Source: an optimization exercise on an open RTL-to-GDS flow (aim: small area, a short achievable clock period and few clock cycles per item). Production flows keep margins and buffers that such runs may drop. The RTL of this run was laid out without a check of its function. Power is estimated from default activity; no workload was simulated.

[config.mk]
export PLATFORM = sky130hd
export DESIGN_NAME = curve_tangler
export DESIGN_NICKNAME = curve_tangler
export VERILOG_FILES = /design/flow/design.v
export SDC_FILE = /design/flow/constraint.sdc
export NUM_CORES = 4
export LEC_CHECK = 0
export ABC_AREA = 1
export CAP_MARGIN = 20
export CORE_MARGIN = 2
export CORE_UTILIZATION = 40
export GPL_ROUTABILITY_DRIVEN = 1
export GPL_TIMING_DRIVEN = 1
export PLACE_DENSITY = 0.6
export SLEW_MARGIN = 20
[constraint.sdc]
create_clock -name core_clock -period 10.0 [get_ports {clk}]
set_input_delay 2.0000 -clock core_clock [delete_from_list [all_inputs] [get_ports {clk}]]
set_output_delay 2.0000 -clock core_clock [all_outputs]
set_load 0.01 [all_outputs]
[design.v]
module curve_tangler (
    input  wire        clk,
    input  wire        rst,         
    input  wire        cmd_valid,
    output wire        cmd_ready,
    input  wire [1:0]  cmd_op,
    input  wire [63:0] cmd_arg,
    output wire        rsp_valid,
    input  wire        rsp_ready,
    output wire [63:0] rsp_data
);
    reg  valid;
    assign cmd_ready = ~valid | rsp_ready;
    assign rsp_valid = valid;
    wire hil = cmd_op[1];
    wire det = cmd_op[0];
    wire ent = hil & ~det;           
    wire [31:0] ax = cmd_arg[63:32];
    wire [31:0] ay = cmd_arg[31:0];
    wire [31:0] u, s, lm01, lm10, lv0, lv1;
    genvar k;
    generate for (k = 0; k < 32; k = k + 1) begin : g_leaf
        assign u[k]    = det ? cmd_arg[2*k+1] : ax[k];
        assign s[k]    = det ? cmd_arg[2*k] : (ax[k] ^ ay[k]);
        assign lm01[k] = ent & s[k];
        assign lm10[k] = ent & ~s[k];
        assign lv0[k]  = hil & s[k] & u[k];
        assign lv1[k]  = hil & ~(s[k] | u[k]);
    end endgenerate
    wire gmc_1;
    assign gmc_1 = (lv0[31] ^ (lm01[30] & lv1[31]) ^ lv0[30]);
    wire gmp_2;
    assign gmp_2 = ((lm10[30] & lv0[31]) ^ lv1[31] ^ lv1[30]);
    wire gm_3;
    assign gm_3 = ~((lm01[28] & lm10[29]));
    wire gm_4;
    assign gm_4 = (lm01[29] ^ lm01[28]);
    wire gm_5;
    assign gm_5 = (lm10[28] ^ lm10[29]);
    wire gm_6;
    assign gm_6 = ~((lm10[28] & lm01[29]));
    wire gm_7;
    assign gm_7 = (lv0[29] ^ (lm01[28] & lv1[29]) ^ lv0[28]);
    wire gm_8;
    assign gm_8 = ((lm10[28] & lv0[29]) ^ lv1[29] ^ lv1[28]);
    wire gmc_9;
    assign gmc_9 = ((gm_3 & gmc_1) ^ (gm_4 & gmp_2) ^ gm_7);
    wire gmp_10;
    assign gmp_10 = ((gm_5 & gmc_1) ^ (gm_6 & gmp_2) ^ gm_8);
    wire gm_11;
    assign gm_11 = ~((lm01[26] & lm10[27]));
    wire gm_12;
    assign gm_12 = (lm01[27] ^ lm01[26]);
    wire gm_13;
    assign gm_13 = (lm10[26] ^ lm10[27]);
    wire gm_14;
    assign gm_14 = ~((lm10[26] & lm01[27]));
    wire gm_15;
    assign gm_15 = (lv0[27] ^ (lm01[26] & lv1[27]) ^ lv0[26]);
    wire gm_16;
    assign gm_16 = ((lm10[26] & lv0[27]) ^ lv1[27] ^ lv1[26]);
    wire gm_17;
    assign gm_17 = ~((lm01[24] & lm10[25]));
    wire gm_18;
    assign gm_18 = (lm01[25] ^ lm01[24]);
    wire gm_19;
    assign gm_19 = (lm10[24] ^ lm10[25]);
    wire gm_20;
    assign gm_20 = ~((lm10[24] & lm01[25]));
    wire gm_21;
    assign gm_21 = (lv0[25] ^ (lm01[24] & lv1[25]) ^ lv0[24]);
    wire gm_22;
    assign gm_22 = ((lm10[24] & lv0[25]) ^ lv1[25] ^ lv1[24]);
    wire gm_23;
    assign gm_23 = ((gm_17 & gm_11) ^ (gm_18 & gm_13));
    wire gm_24;
    assign gm_24 = ((gm_17 & gm_12) ^ (gm_18 & gm_14));
    wire gm_25;
    assign gm_25 = ((gm_19 & gm_11) ^ (gm_20 & gm_13));
    wire gm_26;
    assign gm_26 = ((gm_19 & gm_12) ^ (gm_20 & gm_14));
    wire gm_27;
    assign gm_27 = ((gm_17 & gm_15) ^ (gm_18 & gm_16) ^ gm_21);
    wire gm_28;
    assign gm_28 = ((gm_19 & gm_15) ^ (gm_20 & gm_16) ^ gm_22);
    wire gm_29;
    assign gm_29 = ~((lm01[22] & lm10[23]));
    wire gm_30;
    assign gm_30 = (lm01[23] ^ lm01[22]);
    wire gm_31;
    assign gm_31 = (lm10[22] ^ lm10[23]);
    wire gm_32;
    assign gm_32 = ~((lm10[22] & lm01[23]));
    wire gm_33;
    assign gm_33 = (lv0[23] ^ (lm01[22] & lv1[23]) ^ lv0[22]);
    wire gm_34;
    assign gm_34 = ((lm10[22] & lv0[23]) ^ lv1[23] ^ lv1[22]);
    wire gm_35;
    assign gm_35 = ~((lm01[20] & lm10[21]));
    wire gm_36;
    assign gm_36 = (lm01[21] ^ lm01[20]);
    wire gm_37;
    assign gm_37 = (lm10[20] ^ lm10[21]);
    wire gm_38;
    assign gm_38 = ~((lm10[20] & lm01[21]));
    wire gm_39;
    assign gm_39 = (lv0[21] ^ (lm01[20] & lv1[21]) ^ lv0[20]);
    wire gm_40;
    assign gm_40 = ((lm10[20] & lv0[21]) ^ lv1[21] ^ lv1[20]);
    wire gm_41;
    assign gm_41 = ((gm_35 & gm_29) ^ (gm_36 & gm_31));
    wire gm_42;
    assign gm_42 = ((gm_35 & gm_30) ^ (gm_36 & gm_32));
    wire gm_43;
    assign gm_43 = ((gm_37 & gm_29) ^ (gm_38 & gm_31));
    wire gm_44;
    assign gm_44 = ((gm_37 & gm_30) ^ (gm_38 & gm_32));
    wire gm_45;
    assign gm_45 = ((gm_35 & gm_33) ^ (gm_36 & gm_34) ^ gm_39);
    wire gm_46;
    assign gm_46 = ((gm_37 & gm_33) ^ (gm_38 & gm_34) ^ gm_40);
    wire gm_47;
    assign gm_47 = ~((lm01[18] & lm10[19]));
    wire gm_48;
    assign gm_48 = (lm01[19] ^ lm01[18]);
    wire gm_49;
    assign gm_49 = (lm10[18] ^ lm10[19]);
    wire gm_50;
    assign gm_50 = ~((lm10[18] & lm01[19]));
    wire gm_51;
    assign gm_51 = (lv0[19] ^ (lm01[18] & lv1[19]) ^ lv0[18]);
    wire gm_52;
    assign gm_52 = ((lm10[18] & lv0[19]) ^ lv1[19] ^ lv1[18]);
    wire gm_53;
    assign gm_53 = ~((lm01[16] & lm10[17]));
    wire gm_54;
    assign gm_54 = (lm01[17] ^ lm01[16]);
    wire gm_55;
    assign gm_55 = (lm10[16] ^ lm10[17]);
    wire gm_56;
    assign gm_56 = ~((lm10[16] & lm01[17]));
    wire gm_57;
    assign gm_57 = (lv0[17] ^ (lm01[16] & lv1[17]) ^ lv0[16]);
    wire gm_58;
    assign gm_58 = ((lm10[16] & lv0[17]) ^ lv1[17] ^ lv1[16]);
    wire gm_59;
    assign gm_59 = ((gm_53 & gm_47) ^ (gm_54 & gm_49));
    wire gm_60;
    assign gm_60 = ((gm_53 & gm_48) ^ (gm_54 & gm_50));
    wire gm_61;
    assign gm_61 = ((gm_55 & gm_47) ^ (gm_56 & gm_49));
    wire gm_62;
    assign gm_62 = ((gm_55 & gm_48) ^ (gm_56 & gm_50));
    wire gm_63;
    assign gm_63 = ((gm_53 & gm_51) ^ (gm_54 & gm_52) ^ gm_57);
    wire gm_64;
    assign gm_64 = ((gm_55 & gm_51) ^ (gm_56 & gm_52) ^ gm_58);
    wire gm_65;
    assign gm_65 = ~((lm01[14] & lm10[15]));
    wire gm_66;
    assign gm_66 = (lm01[15] ^ lm01[14]);
    wire gm_67;
    assign gm_67 = (lm10[14] ^ lm10[15]);
    wire gm_68;
    assign gm_68 = ~((lm10[14] & lm01[15]));
    wire gm_69;
    assign gm_69 = (lv0[15] ^ (lm01[14] & lv1[15]) ^ lv0[14]);
    wire gm_70;
    assign gm_70 = ((lm10[14] & lv0[15]) ^ lv1[15] ^ lv1[14]);
    wire gm_71;
    assign gm_71 = ~((lm01[12] & lm10[13]));
    wire gm_72;
    assign gm_72 = (lm01[13] ^ lm01[12]);
    wire gm_73;
    assign gm_73 = (lm10[12] ^ lm10[13]);
    wire gm_74;
    assign gm_74 = ~((lm10[12] & lm01[13]));
    wire gm_75;
    assign gm_75 = (lv0[13] ^ (lm01[12] & lv1[13]) ^ lv0[12]);
    wire gm_76;
    assign gm_76 = ((lm10[12] & lv0[13]) ^ lv1[13] ^ lv1[12]);
    wire gm_77;
    assign gm_77 = ((gm_71 & gm_65) ^ (gm_72 & gm_67));
    wire gm_78;
    assign gm_78 = ((gm_71 & gm_66) ^ (gm_72 & gm_68));
    wire gm_79;
    assign gm_79 = ((gm_73 & gm_65) ^ (gm_74 & gm_67));
    wire gm_80;
    assign gm_80 = ((gm_73 & gm_66) ^ (gm_74 & gm_68));
    wire gm_81;
    assign gm_81 = ((gm_71 & gm_69) ^ (gm_72 & gm_70) ^ gm_75);
    wire gm_82;
    assign gm_82 = ((gm_73 & gm_69) ^ (gm_74 & gm_70) ^ gm_76);
    wire gm_83;
    assign gm_83 = ~((lm01[10] & lm10[11]));
    wire gm_84;
    assign gm_84 = (lm01[11] ^ lm01[10]);
    wire gm_85;
    assign gm_85 = (lm10[10] ^ lm10[11]);
    wire gm_86;
    assign gm_86 = ~((lm10[10] & lm01[11]));
    wire gm_87;
    assign gm_87 = (lv0[11] ^ (lm01[10] & lv1[11]) ^ lv0[10]);
    wire gm_88;
    assign gm_88 = ((lm10[10] & lv0[11]) ^ lv1[11] ^ lv1[10]);
    wire gm_89;
    assign gm_89 = ~((lm01[8] & lm10[9]));
    wire gm_90;
    assign gm_90 = (lm01[9] ^ lm01[8]);
    wire gm_91;
    assign gm_91 = (lm10[8] ^ lm10[9]);
    wire gm_92;
    assign gm_92 = ~((lm10[8] & lm01[9]));
    wire gm_93;
    assign gm_93 = (lv0[9] ^ (lm01[8] & lv1[9]) ^ lv0[8]);
    wire gm_94;
    assign gm_94 = ((lm10[8] & lv0[9]) ^ lv1[9] ^ lv1[8]);
    wire gm_95;
    assign gm_95 = ((gm_89 & gm_83) ^ (gm_90 & gm_85));
    wire gm_96;
    assign gm_96 = ((gm_89 & gm_84) ^ (gm_90 & gm_86));
    wire gm_97;
    assign gm_97 = ((gm_91 & gm_83) ^ (gm_92 & gm_85));
    wire gm_98;
    assign gm_98 = ((gm_91 & gm_84) ^ (gm_92 & gm_86));
    wire gm_99;
    assign gm_99 = ((gm_89 & gm_87) ^ (gm_90 & gm_88) ^ gm_93);
    wire gm_100;
    assign gm_100 = ((gm_91 & gm_87) ^ (gm_92 & gm_88) ^ gm_94);
    wire gm_101;
    assign gm_101 = ~((lm01[6] & lm10[7]));
    wire gm_102;
    assign gm_102 = (lm01[7] ^ lm01[6]);
    wire gm_103;
    assign gm_103 = (lm10[6] ^ lm10[7]);
    wire gm_104;
    assign gm_104 = ~((lm10[6] & lm01[7]));
    wire gm_105;
    assign gm_105 = (lv0[7] ^ (lm01[6] & lv1[7]) ^ lv0[6]);
    wire gm_106;
    assign gm_106 = ((lm10[6] & lv0[7]) ^ lv1[7] ^ lv1[6]);
    wire gm_107;
    assign gm_107 = ~((lm01[4] & lm10[5]));
    wire gm_108;
    assign gm_108 = (lm01[5] ^ lm01[4]);
    wire gm_109;
    assign gm_109 = (lm10[4] ^ lm10[5]);
    wire gm_110;
    assign gm_110 = ~((lm10[4] & lm01[5]));
    wire gm_111;
    assign gm_111 = (lv0[5] ^ (lm01[4] & lv1[5]) ^ lv0[4]);
    wire gm_112;
    assign gm_112 = ((lm10[4] & lv0[5]) ^ lv1[5] ^ lv1[4]);
    wire gm_113;
    assign gm_113 = ((gm_107 & gm_101) ^ (gm_108 & gm_103));
    wire gm_114;
    assign gm_114 = ((gm_107 & gm_102) ^ (gm_108 & gm_104));
    wire gm_115;
    assign gm_115 = ((gm_109 & gm_101) ^ (gm_110 & gm_103));
    wire gm_116;
    assign gm_116 = ((gm_109 & gm_102) ^ (gm_110 & gm_104));
    wire gm_117;
    assign gm_117 = ((gm_107 & gm_105) ^ (gm_108 & gm_106) ^ gm_111);
    wire gm_118;
    assign gm_118 = ((gm_109 & gm_105) ^ (gm_110 & gm_106) ^ gm_112);
    wire gm_119;
    assign gm_119 = ~((lm01[2] & lm10[3]));
    wire gm_120;
    assign gm_120 = (lm01[3] ^ lm01[2]);
    wire gm_121;
    assign gm_121 = (lm10[2] ^ lm10[3]);
    wire gm_122;
    assign gm_122 = ~((lm10[2] & lm01[3]));
    wire gm_123;
    assign gm_123 = (lv0[3] ^ (lm01[2] & lv1[3]) ^ lv0[2]);
    wire gm_124;
    assign gm_124 = ((lm10[2] & lv0[3]) ^ lv1[3] ^ lv1[2]);
    wire gm_125;
    assign gm_125 = ~((lm01[0] & lm10[1]));
    wire gm_126;
    assign gm_126 = (lm01[1] ^ lm01[0]);
    wire gm_127;
    assign gm_127 = (lm10[0] ^ lm10[1]);
    wire gm_128;
    assign gm_128 = ~((lm10[0] & lm01[1]));
    wire gm_129;
    assign gm_129 = (lv0[1] ^ (lm01[0] & lv1[1]) ^ lv0[0]);
    wire gm_130;
    assign gm_130 = ((lm10[0] & lv0[1]) ^ lv1[1] ^ lv1[0]);
    wire gm_131;
    assign gm_131 = ((gm_125 & gm_119) ^ (gm_126 & gm_121));
    wire gm_132;
    assign gm_132 = ((gm_125 & gm_120) ^ (gm_126 & gm_122));
    wire gm_133;
    assign gm_133 = ((gm_127 & gm_119) ^ (gm_128 & gm_121));
    wire gm_134;
    assign gm_134 = ((gm_127 & gm_120) ^ (gm_128 & gm_122));
    wire gm_135;
    assign gm_135 = ((gm_125 & gm_123) ^ (gm_126 & gm_124) ^ gm_129);
    wire gm_136;
    assign gm_136 = ((gm_127 & gm_123) ^ (gm_128 & gm_124) ^ gm_130);
    wire skc_137;
    assign skc_137 = ((gm_23 & gmc_9) ^ (gm_24 & gmp_10) ^ gm_27);
    wire skp_138;
    assign skp_138 = ((gm_25 & gmc_9) ^ (gm_26 & gmp_10) ^ gm_28);
    wire sk_139;
    assign sk_139 = ((gm_59 & gm_41) ^ (gm_60 & gm_43));
    wire sk_140;
    assign sk_140 = ((gm_59 & gm_42) ^ (gm_60 & gm_44));
    wire sk_141;
    assign sk_141 = ((gm_61 & gm_41) ^ (gm_62 & gm_43));
    wire sk_142;
    assign sk_142 = ((gm_61 & gm_42) ^ (gm_62 & gm_44));
    wire sk_143;
    assign sk_143 = ((gm_59 & gm_45) ^ (gm_60 & gm_46) ^ gm_63);
    wire sk_144;
    assign sk_144 = ((gm_61 & gm_45) ^ (gm_62 & gm_46) ^ gm_64);
    wire sk_145;
    assign sk_145 = ((gm_95 & gm_77) ^ (gm_96 & gm_79));
    wire sk_146;
    assign sk_146 = ((gm_95 & gm_78) ^ (gm_96 & gm_80));
    wire sk_147;
    assign sk_147 = ((gm_97 & gm_77) ^ (gm_98 & gm_79));
    wire sk_148;
    assign sk_148 = ((gm_97 & gm_78) ^ (gm_98 & gm_80));
    wire sk_149;
    assign sk_149 = ((gm_95 & gm_81) ^ (gm_96 & gm_82) ^ gm_99);
    wire sk_150;
    assign sk_150 = ((gm_97 & gm_81) ^ (gm_98 & gm_82) ^ gm_100);
    wire sk_151;
    assign sk_151 = ((gm_131 & gm_113) ^ (gm_132 & gm_115));
    wire sk_152;
    assign sk_152 = ((gm_131 & gm_114) ^ (gm_132 & gm_116));
    wire sk_153;
    assign sk_153 = ((gm_133 & gm_113) ^ (gm_134 & gm_115));
    wire sk_154;
    assign sk_154 = ((gm_133 & gm_114) ^ (gm_134 & gm_116));
    wire sk_155;
    assign sk_155 = ((gm_131 & gm_117) ^ (gm_132 & gm_118) ^ gm_135);
    wire sk_156;
    assign sk_156 = ((gm_133 & gm_117) ^ (gm_134 & gm_118) ^ gm_136);
    wire skc_157;
    assign skc_157 = ((gm_41 & skc_137) ^ (gm_42 & skp_138) ^ gm_45);
    wire skp_158;
    assign skp_158 = ((gm_43 & skc_137) ^ (gm_44 & skp_138) ^ gm_46);
    wire skc_159;
    assign skc_159 = ((sk_139 & skc_137) ^ (sk_140 & skp_138) ^ sk_143);
    wire skp_160;
    assign skp_160 = ((sk_141 & skc_137) ^ (sk_142 & skp_138) ^ sk_144);
    wire sk_161;
    assign sk_161 = ((gm_113 & sk_145) ^ (gm_114 & sk_147));
    wire sk_162;
    assign sk_162 = ((gm_113 & sk_146) ^ (gm_114 & sk_148));
    wire sk_163;
    assign sk_163 = ((gm_115 & sk_145) ^ (gm_116 & sk_147));
    wire sk_164;
    assign sk_164 = ((gm_115 & sk_146) ^ (gm_116 & sk_148));
    wire sk_165;
    assign sk_165 = ((gm_113 & sk_149) ^ (gm_114 & sk_150) ^ gm_117);
    wire sk_166;
    assign sk_166 = ((gm_115 & sk_149) ^ (gm_116 & sk_150) ^ gm_118);
    wire sk_167;
    assign sk_167 = ((sk_151 & sk_145) ^ (sk_152 & sk_147));
    wire sk_168;
    assign sk_168 = ((sk_151 & sk_146) ^ (sk_152 & sk_148));
    wire sk_169;
    assign sk_169 = ((sk_153 & sk_145) ^ (sk_154 & sk_147));
    wire sk_170;
    assign sk_170 = ((sk_153 & sk_146) ^ (sk_154 & sk_148));
    wire sk_171;
    assign sk_171 = ((sk_151 & sk_149) ^ (sk_152 & sk_150) ^ sk_155);
    wire sk_172;
    assign sk_172 = ((sk_153 & sk_149) ^ (sk_154 & sk_150) ^ sk_156);
    wire skc_173;
    assign skc_173 = ((gm_77 & skc_159) ^ (gm_78 & skp_160) ^ gm_81);
    wire skp_174;
    assign skp_174 = ((gm_79 & skc_159) ^ (gm_80 & skp_160) ^ gm_82);
    wire skc_175;
    assign skc_175 = ((sk_145 & skc_159) ^ (sk_146 & skp_160) ^ sk_149);
    wire skp_176;
    assign skp_176 = ((sk_147 & skc_159) ^ (sk_148 & skp_160) ^ sk_150);
    wire skc_177;
    assign skc_177 = ((sk_161 & skc_159) ^ (sk_162 & skp_160) ^ sk_165);
    wire skp_178;
    assign skp_178 = ((sk_163 & skc_159) ^ (sk_164 & skp_160) ^ sk_166);
    wire skc_179;
    assign skc_179 = ((sk_167 & skc_159) ^ (sk_168 & skp_160) ^ sk_171);
    wire skp_180;
    assign skp_180 = ((sk_169 & skc_159) ^ (sk_170 & skp_160) ^ sk_172);
    wire [3:0] n_c, n_p;
    assign n_c[3] = skc_159;
    assign n_p[3] = skp_160;
    assign n_c[2] = skc_173;
    assign n_p[2] = skp_174;
    assign n_c[1] = skc_175;
    assign n_p[1] = skp_176;
    assign n_c[0] = skc_177;
    assign n_p[0] = skp_178;
    wire [31:0] tau;
    assign tau[31] = 1'b0;
    wire tq_181;
    assign tq_181 = (s[30] ? lv1[31] : lv0[31]);
    assign tau[30] = tq_181;
    wire lwc_182;
    assign lwc_182 = (lv0[31] ^ (lm01[30] & lv1[31]) ^ lv0[30]);
    wire lwp_183;
    assign lwp_183 = ((lm10[30] & lv0[31]) ^ lv1[31] ^ lv1[30]);
    wire tq_184;
    assign tq_184 = (s[29] ? lwp_183 : lwc_182);
    assign tau[29] = tq_184;
    wire lwc_185;
    assign lwc_185 = (lwc_182 ^ (lm01[29] & lwp_183) ^ lv0[29]);
    wire lwp_186;
    assign lwp_186 = ((lm10[29] & lwc_182) ^ lwp_183 ^ lv1[29]);
    wire tq_187;
    assign tq_187 = (s[28] ? lwp_186 : lwc_185);
    assign tau[28] = tq_187;
    wire tq_188;
    assign tq_188 = ((~s[27] & gmc_9) ^ (s[27] & gmp_10));
    assign tau[27] = tq_188;
    wire tq_189;
    assign tq_189 = (s[26] ? lv1[27] : lv0[27]);
    wire pl_190;
    assign pl_190 = (s[26] ^ (s[27] & ~s[26]));
    wire pl_191;
    assign pl_191 = (~s[26] ^ (~s[27] & s[26]));
    wire pl_192;
    assign pl_192 = (ent ? pl_191 : ~s[26]);
    wire pl_193;
    assign pl_193 = (ent ? pl_190 : s[26]);
    wire tq_194;
    assign tq_194 = (tq_189 ^ (pl_192 & gmc_9) ^ (pl_193 & gmp_10));
    assign tau[26] = tq_194;
    wire lwc_195;
    assign lwc_195 = (lv0[27] ^ (lm01[26] & lv1[27]) ^ lv0[26]);
    wire lwp_196;
    assign lwp_196 = ((lm10[26] & lv0[27]) ^ lv1[27] ^ lv1[26]);
    wire tq_197;
    assign tq_197 = (s[25] ? lwp_196 : lwc_195);
    wire pl_198;
    assign pl_198 = (s[25] ^ (s[26] & ~s[25]));
    wire pl_199;
    assign pl_199 = (~s[25] ^ (~s[26] & s[25]));
    wire pl_200;
    assign pl_200 = (pl_198 ^ (s[27] & pl_199));
    wire pl_201;
    assign pl_201 = (pl_199 ^ (~s[27] & pl_198));
    wire pl_202;
    assign pl_202 = (ent ? pl_201 : ~s[25]);
    wire pl_203;
    assign pl_203 = (ent ? pl_200 : s[25]);
    wire tq_204;
    assign tq_204 = (tq_197 ^ (pl_202 & gmc_9) ^ (pl_203 & gmp_10));
    assign tau[25] = tq_204;
    wire lwc_205;
    assign lwc_205 = (lwc_195 ^ (lm01[25] & lwp_196) ^ lv0[25]);
    wire lwp_206;
    assign lwp_206 = ((lm10[25] & lwc_195) ^ lwp_196 ^ lv1[25]);
    wire tq_207;
    assign tq_207 = (s[24] ? lwp_206 : lwc_205);
    wire pl_208;
    assign pl_208 = (s[24] ^ (s[25] & ~s[24]));
    wire pl_209;
    assign pl_209 = (~s[24] ^ (~s[25] & s[24]));
    wire pl_210;
    assign pl_210 = (pl_208 ^ (s[26] & pl_209));
    wire pl_211;
    assign pl_211 = (pl_209 ^ (~s[26] & pl_208));
    wire pl_212;
    assign pl_212 = (pl_210 ^ (s[27] & pl_211));
    wire pl_213;
    assign pl_213 = (pl_211 ^ (~s[27] & pl_210));
    wire pl_214;
    assign pl_214 = (ent ? pl_213 : ~s[24]);
    wire pl_215;
    assign pl_215 = (ent ? pl_212 : s[24]);
    wire tq_216;
    assign tq_216 = (tq_207 ^ (pl_214 & gmc_9) ^ (pl_215 & gmp_10));
    assign tau[24] = tq_216;
    wire tq_217;
    assign tq_217 = ((~s[23] & skc_137) ^ (s[23] & skp_138));
    assign tau[23] = tq_217;
    wire tq_218;
    assign tq_218 = (s[22] ? lv1[23] : lv0[23]);
    wire pl_219;
    assign pl_219 = (s[22] ^ (s[23] & ~s[22]));
    wire pl_220;
    assign pl_220 = (~s[22] ^ (~s[23] & s[22]));
    wire pl_221;
    assign pl_221 = (ent ? pl_220 : ~s[22]);
    wire pl_222;
    assign pl_222 = (ent ? pl_219 : s[22]);
    wire tq_223;
    assign tq_223 = (tq_218 ^ (pl_221 & skc_137) ^ (pl_222 & skp_138));
    assign tau[22] = tq_223;
    wire lwc_224;
    assign lwc_224 = (lv0[23] ^ (lm01[22] & lv1[23]) ^ lv0[22]);
    wire lwp_225;
    assign lwp_225 = ((lm10[22] & lv0[23]) ^ lv1[23] ^ lv1[22]);
    wire tq_226;
    assign tq_226 = (s[21] ? lwp_225 : lwc_224);
    wire pl_227;
    assign pl_227 = (s[21] ^ (s[22] & ~s[21]));
    wire pl_228;
    assign pl_228 = (~s[21] ^ (~s[22] & s[21]));
    wire pl_229;
    assign pl_229 = (pl_227 ^ (s[23] & pl_228));
    wire pl_230;
    assign pl_230 = (pl_228 ^ (~s[23] & pl_227));
    wire pl_231;
    assign pl_231 = (ent ? pl_230 : ~s[21]);
    wire pl_232;
    assign pl_232 = (ent ? pl_229 : s[21]);
    wire tq_233;
    assign tq_233 = (tq_226 ^ (pl_231 & skc_137) ^ (pl_232 & skp_138));
    assign tau[21] = tq_233;
    wire lwc_234;
    assign lwc_234 = (lwc_224 ^ (lm01[21] & lwp_225) ^ lv0[21]);
    wire lwp_235;
    assign lwp_235 = ((lm10[21] & lwc_224) ^ lwp_225 ^ lv1[21]);
    wire tq_236;
    assign tq_236 = (s[20] ? lwp_235 : lwc_234);
    wire pl_237;
    assign pl_237 = (s[20] ^ (s[21] & ~s[20]));
    wire pl_238;
    assign pl_238 = (~s[20] ^ (~s[21] & s[20]));
    wire pl_239;
    assign pl_239 = (pl_237 ^ (s[22] & pl_238));
    wire pl_240;
    assign pl_240 = (pl_238 ^ (~s[22] & pl_237));
    wire pl_241;
    assign pl_241 = (pl_239 ^ (s[23] & pl_240));
    wire pl_242;
    assign pl_242 = (pl_240 ^ (~s[23] & pl_239));
    wire pl_243;
    assign pl_243 = (ent ? pl_242 : ~s[20]);
    wire pl_244;
    assign pl_244 = (ent ? pl_241 : s[20]);
    wire tq_245;
    assign tq_245 = (tq_236 ^ (pl_243 & skc_137) ^ (pl_244 & skp_138));
    assign tau[20] = tq_245;
    wire tq_246;
    assign tq_246 = ((~s[19] & skc_157) ^ (s[19] & skp_158));
    assign tau[19] = tq_246;
    wire tq_247;
    assign tq_247 = (s[18] ? lv1[19] : lv0[19]);
    wire pl_248;
    assign pl_248 = (s[18] ^ (s[19] & ~s[18]));
    wire pl_249;
    assign pl_249 = (~s[18] ^ (~s[19] & s[18]));
    wire pl_250;
    assign pl_250 = (ent ? pl_249 : ~s[18]);
    wire pl_251;
    assign pl_251 = (ent ? pl_248 : s[18]);
    wire tq_252;
    assign tq_252 = (tq_247 ^ (pl_250 & skc_157) ^ (pl_251 & skp_158));
    assign tau[18] = tq_252;
    wire lwc_253;
    assign lwc_253 = (lv0[19] ^ (lm01[18] & lv1[19]) ^ lv0[18]);
    wire lwp_254;
    assign lwp_254 = ((lm10[18] & lv0[19]) ^ lv1[19] ^ lv1[18]);
    wire tq_255;
    assign tq_255 = (s[17] ? lwp_254 : lwc_253);
    wire pl_256;
    assign pl_256 = (s[17] ^ (s[18] & ~s[17]));
    wire pl_257;
    assign pl_257 = (~s[17] ^ (~s[18] & s[17]));
    wire pl_258;
    assign pl_258 = (pl_256 ^ (s[19] & pl_257));
    wire pl_259;
    assign pl_259 = (pl_257 ^ (~s[19] & pl_256));
    wire pl_260;
    assign pl_260 = (ent ? pl_259 : ~s[17]);
    wire pl_261;
    assign pl_261 = (ent ? pl_258 : s[17]);
    wire tq_262;
    assign tq_262 = (tq_255 ^ (pl_260 & skc_157) ^ (pl_261 & skp_158));
    assign tau[17] = tq_262;
    wire lwc_263;
    assign lwc_263 = (lwc_253 ^ (lm01[17] & lwp_254) ^ lv0[17]);
    wire lwp_264;
    assign lwp_264 = ((lm10[17] & lwc_253) ^ lwp_254 ^ lv1[17]);
    wire tq_265;
    assign tq_265 = (s[16] ? lwp_264 : lwc_263);
    wire pl_266;
    assign pl_266 = (s[16] ^ (s[17] & ~s[16]));
    wire pl_267;
    assign pl_267 = (~s[16] ^ (~s[17] & s[16]));
    wire pl_268;
    assign pl_268 = (pl_266 ^ (s[18] & pl_267));
    wire pl_269;
    assign pl_269 = (pl_267 ^ (~s[18] & pl_266));
    wire pl_270;
    assign pl_270 = (pl_268 ^ (s[19] & pl_269));
    wire pl_271;
    assign pl_271 = (pl_269 ^ (~s[19] & pl_268));
    wire pl_272;
    assign pl_272 = (ent ? pl_271 : ~s[16]);
    wire pl_273;
    assign pl_273 = (ent ? pl_270 : s[16]);
    wire tq_274;
    assign tq_274 = (tq_265 ^ (pl_272 & skc_157) ^ (pl_273 & skp_158));
    assign tau[16] = tq_274;
    assign tau[15] = 1'b0;
    wire tq_275;
    assign tq_275 = (s[14] ? lv1[15] : lv0[15]);
    assign tau[14] = tq_275;
    wire lwc_276;
    assign lwc_276 = (lv0[15] ^ (lm01[14] & lv1[15]) ^ lv0[14]);
    wire lwp_277;
    assign lwp_277 = ((lm10[14] & lv0[15]) ^ lv1[15] ^ lv1[14]);
    wire tq_278;
    assign tq_278 = (s[13] ? lwp_277 : lwc_276);
    assign tau[13] = tq_278;
    wire lwc_279;
    assign lwc_279 = (lwc_276 ^ (lm01[13] & lwp_277) ^ lv0[13]);
    wire lwp_280;
    assign lwp_280 = ((lm10[13] & lwc_276) ^ lwp_277 ^ lv1[13]);
    wire tq_281;
    assign tq_281 = (s[12] ? lwp_280 : lwc_279);
    assign tau[12] = tq_281;
    assign tau[11] = 1'b0;
    wire tq_282;
    assign tq_282 = (s[10] ? lv1[11] : lv0[11]);
    assign tau[10] = tq_282;
    wire lwc_283;
    assign lwc_283 = (lv0[11] ^ (lm01[10] & lv1[11]) ^ lv0[10]);
    wire lwp_284;
    assign lwp_284 = ((lm10[10] & lv0[11]) ^ lv1[11] ^ lv1[10]);
    wire tq_285;
    assign tq_285 = (s[9] ? lwp_284 : lwc_283);
    assign tau[9] = tq_285;
    wire lwc_286;
    assign lwc_286 = (lwc_283 ^ (lm01[9] & lwp_284) ^ lv0[9]);
    wire lwp_287;
    assign lwp_287 = ((lm10[9] & lwc_283) ^ lwp_284 ^ lv1[9]);
    wire tq_288;
    assign tq_288 = (s[8] ? lwp_287 : lwc_286);
    assign tau[8] = tq_288;
    assign tau[7] = 1'b0;
    wire tq_289;
    assign tq_289 = (s[6] ? lv1[7] : lv0[7]);
    assign tau[6] = tq_289;
    wire lwc_290;
    assign lwc_290 = (lv0[7] ^ (lm01[6] & lv1[7]) ^ lv0[6]);
    wire lwp_291;
    assign lwp_291 = ((lm10[6] & lv0[7]) ^ lv1[7] ^ lv1[6]);
    wire tq_292;
    assign tq_292 = (s[5] ? lwp_291 : lwc_290);
    assign tau[5] = tq_292;
    wire lwc_293;
    assign lwc_293 = (lwc_290 ^ (lm01[5] & lwp_291) ^ lv0[5]);
    wire lwp_294;
    assign lwp_294 = ((lm10[5] & lwc_290) ^ lwp_291 ^ lv1[5]);
    wire tq_295;
    assign tq_295 = (s[4] ? lwp_294 : lwc_293);
    assign tau[4] = tq_295;
    assign tau[3] = 1'b0;
    wire tq_296;
    assign tq_296 = (s[2] ? lv1[3] : lv0[3]);
    assign tau[2] = tq_296;
    wire lwc_297;
    assign lwc_297 = (lv0[3] ^ (lm01[2] & lv1[3]) ^ lv0[2]);
    wire lwp_298;
    assign lwp_298 = ((lm10[2] & lv0[3]) ^ lv1[3] ^ lv1[2]);
    wire tq_299;
    assign tq_299 = (s[1] ? lwp_298 : lwc_297);
    assign tau[1] = tq_299;
    wire lwc_300;
    assign lwc_300 = (lwc_297 ^ (lm01[1] & lwp_298) ^ lv0[1]);
    wire lwp_301;
    assign lwp_301 = ((lm10[1] & lwc_297) ^ lwp_298 ^ lv1[1]);
    wire tq_302;
    assign tq_302 = (s[0] ? lwp_301 : lwc_300);
    assign tau[0] = tq_302;
    wire [31:0] n_o, n_m;
    generate for (k = 0; k < 32; k = k + 1) begin : g_pre
        assign n_o[k] = hil ? (u[k] ^ tau[k]) : (det ? cmd_arg[2*k] : ay[k]);
        assign n_m[k] = hil ? s[k] : (det ? (cmd_arg[2*k+1] ^ cmd_arg[2*k]) : ax[k]);
    end endgenerate
    reg         r_ent, r_det;
    reg  [31:0] r_o, r_m;
    reg  [3:0] r_c, r_p;
    always @(posedge clk) begin
        if (rst)
            valid <= 1'b0;
        else if (cmd_ready)
            valid <= cmd_valid;
        if (cmd_ready) begin
            r_ent <= ent;
            r_det <= det;
            r_o   <= n_o;
            r_m   <= n_m;
            r_c   <= n_c;
            r_p   <= n_p;
        end
    end
    wire [31:0] fo;
    assign fo[31] = r_o[31];
    assign fo[30] = r_o[30];
    assign fo[29] = r_o[29];
    assign fo[28] = r_o[28];
    assign fo[27] = r_o[27];
    assign fo[26] = r_o[26];
    assign fo[25] = r_o[25];
    assign fo[24] = r_o[24];
    assign fo[23] = r_o[23];
    assign fo[22] = r_o[22];
    assign fo[21] = r_o[21];
    assign fo[20] = r_o[20];
    assign fo[19] = r_o[19];
    assign fo[18] = r_o[18];
    assign fo[17] = r_o[17];
    assign fo[16] = r_o[16];
    wire qq_303;
    assign qq_303 = ((~r_m[15] & r_c[3]) ^ (r_m[15] & r_p[3]));
    assign fo[15] = r_o[15] ^ qq_303;
    wire lf_304;
    assign lf_304 = (r_m[14] ^ (r_m[15] & ~r_m[14]));
    wire lf_305;
    assign lf_305 = (~r_m[14] ^ (~r_m[15] & r_m[14]));
    wire lf_306;
    assign lf_306 = (r_ent ? lf_305 : ~r_m[14]);
    wire lf_307;
    assign lf_307 = (r_ent ? lf_304 : r_m[14]);
    wire qq_308;
    assign qq_308 = ((lf_306 & r_c[3]) ^ (lf_307 & r_p[3]));
    assign fo[14] = r_o[14] ^ qq_308;
    wire lf_309;
    assign lf_309 = (r_m[13] ^ (r_m[14] & ~r_m[13]));
    wire lf_310;
    assign lf_310 = (~r_m[13] ^ (~r_m[14] & r_m[13]));
    wire lf_311;
    assign lf_311 = (lf_309 ^ (r_m[15] & lf_310));
    wire lf_312;
    assign lf_312 = (lf_310 ^ (~r_m[15] & lf_309));
    wire lf_313;
    assign lf_313 = (r_ent ? lf_312 : ~r_m[13]);
    wire lf_314;
    assign lf_314 = (r_ent ? lf_311 : r_m[13]);
    wire qq_315;
    assign qq_315 = ((lf_313 & r_c[3]) ^ (lf_314 & r_p[3]));
    assign fo[13] = r_o[13] ^ qq_315;
    wire lf_316;
    assign lf_316 = (r_m[12] ^ (r_m[13] & ~r_m[12]));
    wire lf_317;
    assign lf_317 = (~r_m[12] ^ (~r_m[13] & r_m[12]));
    wire lf_318;
    assign lf_318 = (lf_316 ^ (r_m[14] & lf_317));
    wire lf_319;
    assign lf_319 = (lf_317 ^ (~r_m[14] & lf_316));
    wire lf_320;
    assign lf_320 = (lf_318 ^ (r_m[15] & lf_319));
    wire lf_321;
    assign lf_321 = (lf_319 ^ (~r_m[15] & lf_318));
    wire lf_322;
    assign lf_322 = (r_ent ? lf_321 : ~r_m[12]);
    wire lf_323;
    assign lf_323 = (r_ent ? lf_320 : r_m[12]);
    wire qq_324;
    assign qq_324 = ((lf_322 & r_c[3]) ^ (lf_323 & r_p[3]));
    assign fo[12] = r_o[12] ^ qq_324;
    wire qq_325;
    assign qq_325 = ((~r_m[11] & r_c[2]) ^ (r_m[11] & r_p[2]));
    assign fo[11] = r_o[11] ^ qq_325;
    wire lf_326;
    assign lf_326 = (r_m[10] ^ (r_m[11] & ~r_m[10]));
    wire lf_327;
    assign lf_327 = (~r_m[10] ^ (~r_m[11] & r_m[10]));
    wire lf_328;
    assign lf_328 = (r_ent ? lf_327 : ~r_m[10]);
    wire lf_329;
    assign lf_329 = (r_ent ? lf_326 : r_m[10]);
    wire qq_330;
    assign qq_330 = ((lf_328 & r_c[2]) ^ (lf_329 & r_p[2]));
    assign fo[10] = r_o[10] ^ qq_330;
    wire lf_331;
    assign lf_331 = (r_m[9] ^ (r_m[10] & ~r_m[9]));
    wire lf_332;
    assign lf_332 = (~r_m[9] ^ (~r_m[10] & r_m[9]));
    wire lf_333;
    assign lf_333 = (lf_331 ^ (r_m[11] & lf_332));
    wire lf_334;
    assign lf_334 = (lf_332 ^ (~r_m[11] & lf_331));
    wire lf_335;
    assign lf_335 = (r_ent ? lf_334 : ~r_m[9]);
    wire lf_336;
    assign lf_336 = (r_ent ? lf_333 : r_m[9]);
    wire qq_337;
    assign qq_337 = ((lf_335 & r_c[2]) ^ (lf_336 & r_p[2]));
    assign fo[9] = r_o[9] ^ qq_337;
    wire lf_338;
    assign lf_338 = (r_m[8] ^ (r_m[9] & ~r_m[8]));
    wire lf_339;
    assign lf_339 = (~r_m[8] ^ (~r_m[9] & r_m[8]));
    wire lf_340;
    assign lf_340 = (lf_338 ^ (r_m[10] & lf_339));
    wire lf_341;
    assign lf_341 = (lf_339 ^ (~r_m[10] & lf_338));
    wire lf_342;
    assign lf_342 = (lf_340 ^ (r_m[11] & lf_341));
    wire lf_343;
    assign lf_343 = (lf_341 ^ (~r_m[11] & lf_340));
    wire lf_344;
    assign lf_344 = (r_ent ? lf_343 : ~r_m[8]);
    wire lf_345;
    assign lf_345 = (r_ent ? lf_342 : r_m[8]);
    wire qq_346;
    assign qq_346 = ((lf_344 & r_c[2]) ^ (lf_345 & r_p[2]));
    assign fo[8] = r_o[8] ^ qq_346;
    wire qq_347;
    assign qq_347 = ((~r_m[7] & r_c[1]) ^ (r_m[7] & r_p[1]));
    assign fo[7] = r_o[7] ^ qq_347;
    wire lf_348;
    assign lf_348 = (r_m[6] ^ (r_m[7] & ~r_m[6]));
    wire lf_349;
    assign lf_349 = (~r_m[6] ^ (~r_m[7] & r_m[6]));
    wire lf_350;
    assign lf_350 = (r_ent ? lf_349 : ~r_m[6]);
    wire lf_351;
    assign lf_351 = (r_ent ? lf_348 : r_m[6]);
    wire qq_352;
    assign qq_352 = ((lf_350 & r_c[1]) ^ (lf_351 & r_p[1]));
    assign fo[6] = r_o[6] ^ qq_352;
    wire lf_353;
    assign lf_353 = (r_m[5] ^ (r_m[6] & ~r_m[5]));
    wire lf_354;
    assign lf_354 = (~r_m[5] ^ (~r_m[6] & r_m[5]));
    wire lf_355;
    assign lf_355 = (lf_353 ^ (r_m[7] & lf_354));
    wire lf_356;
    assign lf_356 = (lf_354 ^ (~r_m[7] & lf_353));
    wire lf_357;
    assign lf_357 = (r_ent ? lf_356 : ~r_m[5]);
    wire lf_358;
    assign lf_358 = (r_ent ? lf_355 : r_m[5]);
    wire qq_359;
    assign qq_359 = ((lf_357 & r_c[1]) ^ (lf_358 & r_p[1]));
    assign fo[5] = r_o[5] ^ qq_359;
    wire lf_360;
    assign lf_360 = (r_m[4] ^ (r_m[5] & ~r_m[4]));
    wire lf_361;
    assign lf_361 = (~r_m[4] ^ (~r_m[5] & r_m[4]));
    wire lf_362;
    assign lf_362 = (lf_360 ^ (r_m[6] & lf_361));
    wire lf_363;
    assign lf_363 = (lf_361 ^ (~r_m[6] & lf_360));
    wire lf_364;
    assign lf_364 = (lf_362 ^ (r_m[7] & lf_363));
    wire lf_365;
    assign lf_365 = (lf_363 ^ (~r_m[7] & lf_362));
    wire lf_366;
    assign lf_366 = (r_ent ? lf_365 : ~r_m[4]);
    wire lf_367;
    assign lf_367 = (r_ent ? lf_364 : r_m[4]);
    wire qq_368;
    assign qq_368 = ((lf_366 & r_c[1]) ^ (lf_367 & r_p[1]));
    assign fo[4] = r_o[4] ^ qq_368;
    wire qq_369;
    assign qq_369 = ((~r_m[3] & r_c[0]) ^ (r_m[3] & r_p[0]));
    assign fo[3] = r_o[3] ^ qq_369;
    wire lf_370;
    assign lf_370 = (r_m[2] ^ (r_m[3] & ~r_m[2]));
    wire lf_371;
    assign lf_371 = (~r_m[2] ^ (~r_m[3] & r_m[2]));
    wire lf_372;
    assign lf_372 = (r_ent ? lf_371 : ~r_m[2]);
    wire lf_373;
    assign lf_373 = (r_ent ? lf_370 : r_m[2]);
    wire qq_374;
    assign qq_374 = ((lf_372 & r_c[0]) ^ (lf_373 & r_p[0]));
    assign fo[2] = r_o[2] ^ qq_374;
    wire lf_375;
    assign lf_375 = (r_m[1] ^ (r_m[2] & ~r_m[1]));
    wire lf_376;
    assign lf_376 = (~r_m[1] ^ (~r_m[2] & r_m[1]));
    wire lf_377;
    assign lf_377 = (lf_375 ^ (r_m[3] & lf_376));
    wire lf_378;
    assign lf_378 = (lf_376 ^ (~r_m[3] & lf_375));
    wire lf_379;
    assign lf_379 = (r_ent ? lf_378 : ~r_m[1]);
    wire lf_380;
    assign lf_380 = (r_ent ? lf_377 : r_m[1]);
    wire qq_381;
    assign qq_381 = ((lf_379 & r_c[0]) ^ (lf_380 & r_p[0]));
    assign fo[1] = r_o[1] ^ qq_381;
    wire lf_382;
    assign lf_382 = (r_m[0] ^ (r_m[1] & ~r_m[0]));
    wire lf_383;
    assign lf_383 = (~r_m[0] ^ (~r_m[1] & r_m[0]));
    wire lf_384;
    assign lf_384 = (lf_382 ^ (r_m[2] & lf_383));
    wire lf_385;
    assign lf_385 = (lf_383 ^ (~r_m[2] & lf_382));
    wire lf_386;
    assign lf_386 = (lf_384 ^ (r_m[3] & lf_385));
    wire lf_387;
    assign lf_387 = (lf_385 ^ (~r_m[3] & lf_384));
    wire lf_388;
    assign lf_388 = (r_ent ? lf_387 : ~r_m[0]);
    wire lf_389;
    assign lf_389 = (r_ent ? lf_386 : r_m[0]);
    wire qq_390;
    assign qq_390 = ((lf_388 & r_c[0]) ^ (lf_389 & r_p[0]));
    assign fo[0] = r_o[0] ^ qq_390;
    wire [63:0] ent_res, det_res;
    generate for (k = 0; k < 32; k = k + 1) begin : g_res
        assign ent_res[2*k+1] = fo[k];
        assign ent_res[2*k]   = r_m[k];
        assign det_res[32+k]  = fo[k];
        assign det_res[k]     = fo[k] ^ r_m[k];
    end endgenerate
    assign rsp_data = r_det ? det_res : ent_res;
endmodule
[flow/run.sh]
#!/bin/bash
# The standard layout, with these changes to how it is made:
#  - if flow/abc_area.script exists, ABC maps the logic with it
#  - the setup repair aims at the slack margin in flow/margin.txt
#  - the port buffers are sky130_fd_sc_hd__buf_1
# Registers, constraints and clock period are those of the standard flow.
set -euo pipefail
MARGIN=$(cat flow/margin.txt)
rm -rf scripts_x
cp -r "$FLOW_HOME/scripts" scripts_x
if [[ -f flow/abc_area.script ]]; then
  cp flow/abc_area.script scripts_x/abc_area.script
fi
bash standard.sh "SCRIPTS_DIR=$PWD/scripts_x" "SETUP_SLACK_MARGIN=$MARGIN" \
  "BUFFER_PORTS_ARGS=-buffer_cell sky130_fd_sc_hd__buf_1" finish > flow_make.log 2>&1
[flow/margin.txt]
4.95
[standard.sh]
#!/bin/bash
# synth_recipe.tcl (not shown) runs the flow's synth.tcl, then flattens the netlist and writes it again
# the make line also repeats each setting of config.mk as NAME=value (left out here)
make -C /OpenROAD-flow-scripts/flow DESIGN_CONFIG=/design/flow/config.mk WORK_HOME=/design/flow/orfs CLKGATE_MAP_FILE= SYNTH_SCRIPT=/design/flow/synth_recipe.tcl "${@:-finish}"
==> results.py <==
metrics = {
    "setup_path": {
        "critical_path.max_fanout": 13,
        "arrival_ns": 4.98,
        "reg2regPathDepth": 1,
        "worst-setup-path-type": "input port to register",
        "cp.required_ns": 10.10,
        "endpoint_kind": "register",
        "cp-start-kind": "input port",
    },
    "power": {
        "fin_total_pwr_mw": 2.112,
        "p_int_mw": 1.079,
        "powerDensity_nw_per_um2": 153.3,
        "netSwitchingFraction": 0.4891,
        "clkPwrFrac": 0.157,
        "p_seq_frac": 0.234,
        "combPwrFrac": 0.609,
        "power_switching_mw": 1.033,
        "leakagePower_nw": 6.589,
        "peakVddDrop_mv": 0.07833,
    },
    "logic_synthesis": {
        "synth_ff_type": "edfxtp_1",
        "synth_top_cell_area_share": 0.1906,
        "synthCells": 1962,
        "async_flop_share": 0,
        "synth_warnings": 1,
        "avgSynthCellArea_um2": 6.013,
        "syn_area_um2": 11800,
        "synth.distinct_cells": 62,
        "synth_fp_nets": 2032,
        "synth-seq-area-share": 0.1901,
        "synthTopCellsByArea": "nand2_1 19%, edfxtp_1 19%, o21ai_0 7.7%",
        "synth_top_cell_by_area": "nand2_1",
        "ys_ff_latch": 75,
        "synth_edf_count": 74,
    },
    "grt": {
        "global_route.overflow_total": 0,
        "grt_pass1_vias": 11337,
        "grt_use_total": 0.2379,
        "grt_max_degree": 77,
        "grt_pass1_wl_um": 59080,
        "antenna_found_initial": 1,
    },
    "floorplanning": {
        "die_y_um": 175.7,
        "dieArea_um2": 30880,
        "io_pins": 136,
        "die_w_um": 175.7,
        "core_area_um2": 28860,
        "initial_core_util": 0.4088,
        "rows": 62,
    },
    "cells_and_area": {
        "antenna_cells": 0,
        "syn_to_final_growth_pct": 16.80,
        "fill_cells": 3068,
        "nNetsFinal": 2157,
        "drive_gt1_frac": 0.1463,
    },
    "timing": {
        "rsz0062_at_grt": "yes",
        "slew_violations": 0,
        "layout_min_cycle_time_ns": 4.886,
        "max_freq_ghz": 0.2047,
        "skew_ns": 0.006797,
        "finalSetupViolations": 0,
        "hold_viol_final": 0,
        "tightest_slew_ns": 0.9463,
        "slew-limit-headroom": 0.3682,
        "fin_crit_sh": 0.4886,
        "setup_tns_ns": 0,
    },
    "detailed_routing": {
        "drt_iter0_drc": 1115,
        "dr.pass1.iters": 5,
        "drc": 0,
        "wl_um": 39410,
        "wl_per_cell_um": 15.92,
        "avgViaCountPerCell": 5.303,
        "ant_nets": 0,
        "route.vias.total": 13131,
    },
    "clocking": {
        "root_buffer": "clkbuf_16",
        "clk_latency_ns": 0.34,
        "path_clk_slew_ns": 0.06,
        "h-tree-depth": 3,
        "ctsHoldBuffers": 0,
        "cts_buffer_depth": 2,
        "cts_tree": "yes",
        "cts.sinks": 75,
        "cts_buffers": 9,
    },
    "placed_design": {
        "io_buffers": 135,
        "dpl.hpwl_um": 29420,
        "place_congestion": 0.9250,
    },
    "min_path": {
        "hold_class": "register to register",
        "holdPathStages": 2,
    },
    "run": {
        "cap_violations": 0,
    },
    "run_status": {
        "status": "timing/DRC/antenna clean",
    },
}
## flip-flops by register name, indices dropped and copies added, names as in the netlist
| register | cells |
|---|---|
| r_ent | 1 |
| r_o | 32 |
| r_c | 4 |
| r_p | 4 |
| r_det | 1 |
| r_m | 32 |
| valid | 1 |
## Yosys cell counts, types with 19 or more instances
library cell  count
a21oi_1          71
nor2_1          125
o21ai_0         182
nand3_1         165
edfxtp_1         74
inv_1           205
clkbuf_1         39
xor2_1           98
inv_2            48
xnor2_1          63
nand2_2          43
o21ai_1          28
o22ai_1          19
nand2_1         599
## cells by family (layout without fill, tap and decap cells)
| group | count (synthesis) | count (layout) | share of synthesized area |
|---|---|---|---|
| muxes | 3 | 3 | 0.002757 |
| AOI/OAI and AO/OA | 356 | 356 | 0.1689 |
| DFF | 75 | 75 | 0.1901 |
| adders and majority gates | 1 | 1 | 0.0008485 |
| xor gates and xnor gates | 173 | 173 | 0.1370 |
| buffers and inverters | 328 | 458 | 0.1152 |
| and+or+nand+nor | 1026 | 1026 | 0.3852 |
## area by class of cell
class / count / area, µm² / area share
Multi-Input combinational cell: 1559 / 8546 / 0.6202
Sequential cell: 75 / 2242 / 0.1627
Timing Repair Buffer: 184 / 1185 / 0.08599
Inverter: 256 / 1006 / 0.07300
Tap cell: 384 / 480.5 / 0.03487
Clock buffer: 9 / 225.2 / 0.01634
Clock inverter: 7 / 76.32 / 0.005539
Timing Repair inverter: 2 / 18.77 / 0.001362
## metrics by stage
step	hold slack, ns	util	cell area (µm²)	worst slack (ns)	instances
final	0.9901	0.4775	13780	5.114	2476
after floorplan	1.448	-	11800	5.032	1962
after CTS	1.034	0.4490	12960	4.958	2434
after detailed placement	1.289	0.4316	12450	3.742	2416
after global routing	1.075	0.4775	13780	4.917	2476
after global placement	1.292	0.4316	12450	3.811	2416
## power by group through the flow
stage / clock network, mW / logic [mW] / registers [mW]
2_1_floorplan: 0 / 0.903 / 0.464
3_3_place_gp: 0 / 1.17 / 0.501
3_5_place_dp: 0 / 1.19 / 0.503
4_1_cts: 0.337 / 1.20 / 0.496
5_1_grt: 0.348 / 1.43 / 0.503
6_report: 0.331 / 1.29 / 0.495
## repair_timing
item / CTS / global route
pin swaps: 0 / 26
buffers inserted: 0 / 32
cloned: 2 / 10
setup endpoints to repair: 24 / 19
resized for setup: 28 / 89
hold endpoints to repair: 0 / 0
## cells in the final DEF, fill, tap and decap left out, drive strengths merged, types with 2 or more instances in the layout
master,n
nand2,651
inv,254
o21ai,222
nand3,177
buf,175
nor2,147
xor2,103
edfxtp,74
a21oi,74
xnor2,70
o22ai,20
nor3,20
clkbuf,16
or2,12
nand4,10
nand3b,8
o211ai,8
o21a,6
clkinv,6
o221ai,5
a31oi,5
clkinvlp,4
o31ai,3
o21bai,3
a21boi,2
mux2,2
a22oi,2
bufbuf,2
## worst max-delay path: stages
cell,delay (ns)
clkbuf_16,0.16
inv_6,0.07
buf_12,0.15
nor2_8,0.10
buf_12,0.15
inv_6,0.06
buf_12,0.15
buf_12,0.13
nor2_2,0.11
nand2_1,0.09
nand3b_1,0.20
nand2_2,0.12
nor2_1,0.10
nand2_1,0.07
nand2_2,0.10
xor2_2,0.25
nand3_1,0.13
nand2_1,0.08
nand2_1,0.06
nand2_2,0.10
inv_2,0.05
nand2_2,0.08
nand2_4,0.10
buf_4,0.16
nand2_1,0.08
inv_1,0.05
nand2_1,0.05
nand2_1,0.04
## path summary, 6_finish.rpt
check             startpoint      end  slack, ns
setup / recovery   cmd_op[1]   r_p[1]       5.11
hold / removal         valid    valid       0.99
setup reg to reg       valid  r_m[16]       8.75
hold reg to reg        valid    valid       0.99
## metal layers
metal  vias up  wire length, µm  global-route usage  share of wire
met4         2             1369             0.07955          0.035
li1       6602                -                   -              -
met5         -               16                   0        0.00041
met1      5945            17800              0.3334           0.45
met3        85             2573             0.02208          0.065
met2       497            17650              0.3840           0.45

## static timing again, ports no longer ideal
Ports are ideal in the flow. The routed layout listed here was re-timed in OpenROAD. Step 1 (the two cells are an assumption about what drives the block):
set clk [get_ports {clk}]
set_driving_cell -lib_cell sky130_fd_sc_hd__clkbuf_16 $clk
set_driving_cell -lib_cell sky130_fd_sc_hd__buf_2 [delete_from_list [all_inputs] $clk]
Step 2, shift: input delay + t, output delay - t, t = (earliest + latest rising clock arrival at the registers) / 2. This alone moves slack from input paths to output paths. Three values: ideal, step 1, step 2; two values: the first two.
t, ns: 0.383
slack for setup (ns): 5.114 / 4.999 / 4.616
worst setup path after step 2: input to register
worst register clock-pin slew, ns: 0.07 / 0.07
After both steps this run still meets setup and hold. The setup slack of this run moves by -0.115 ns with the drivers and by -0.498 ns with both steps.
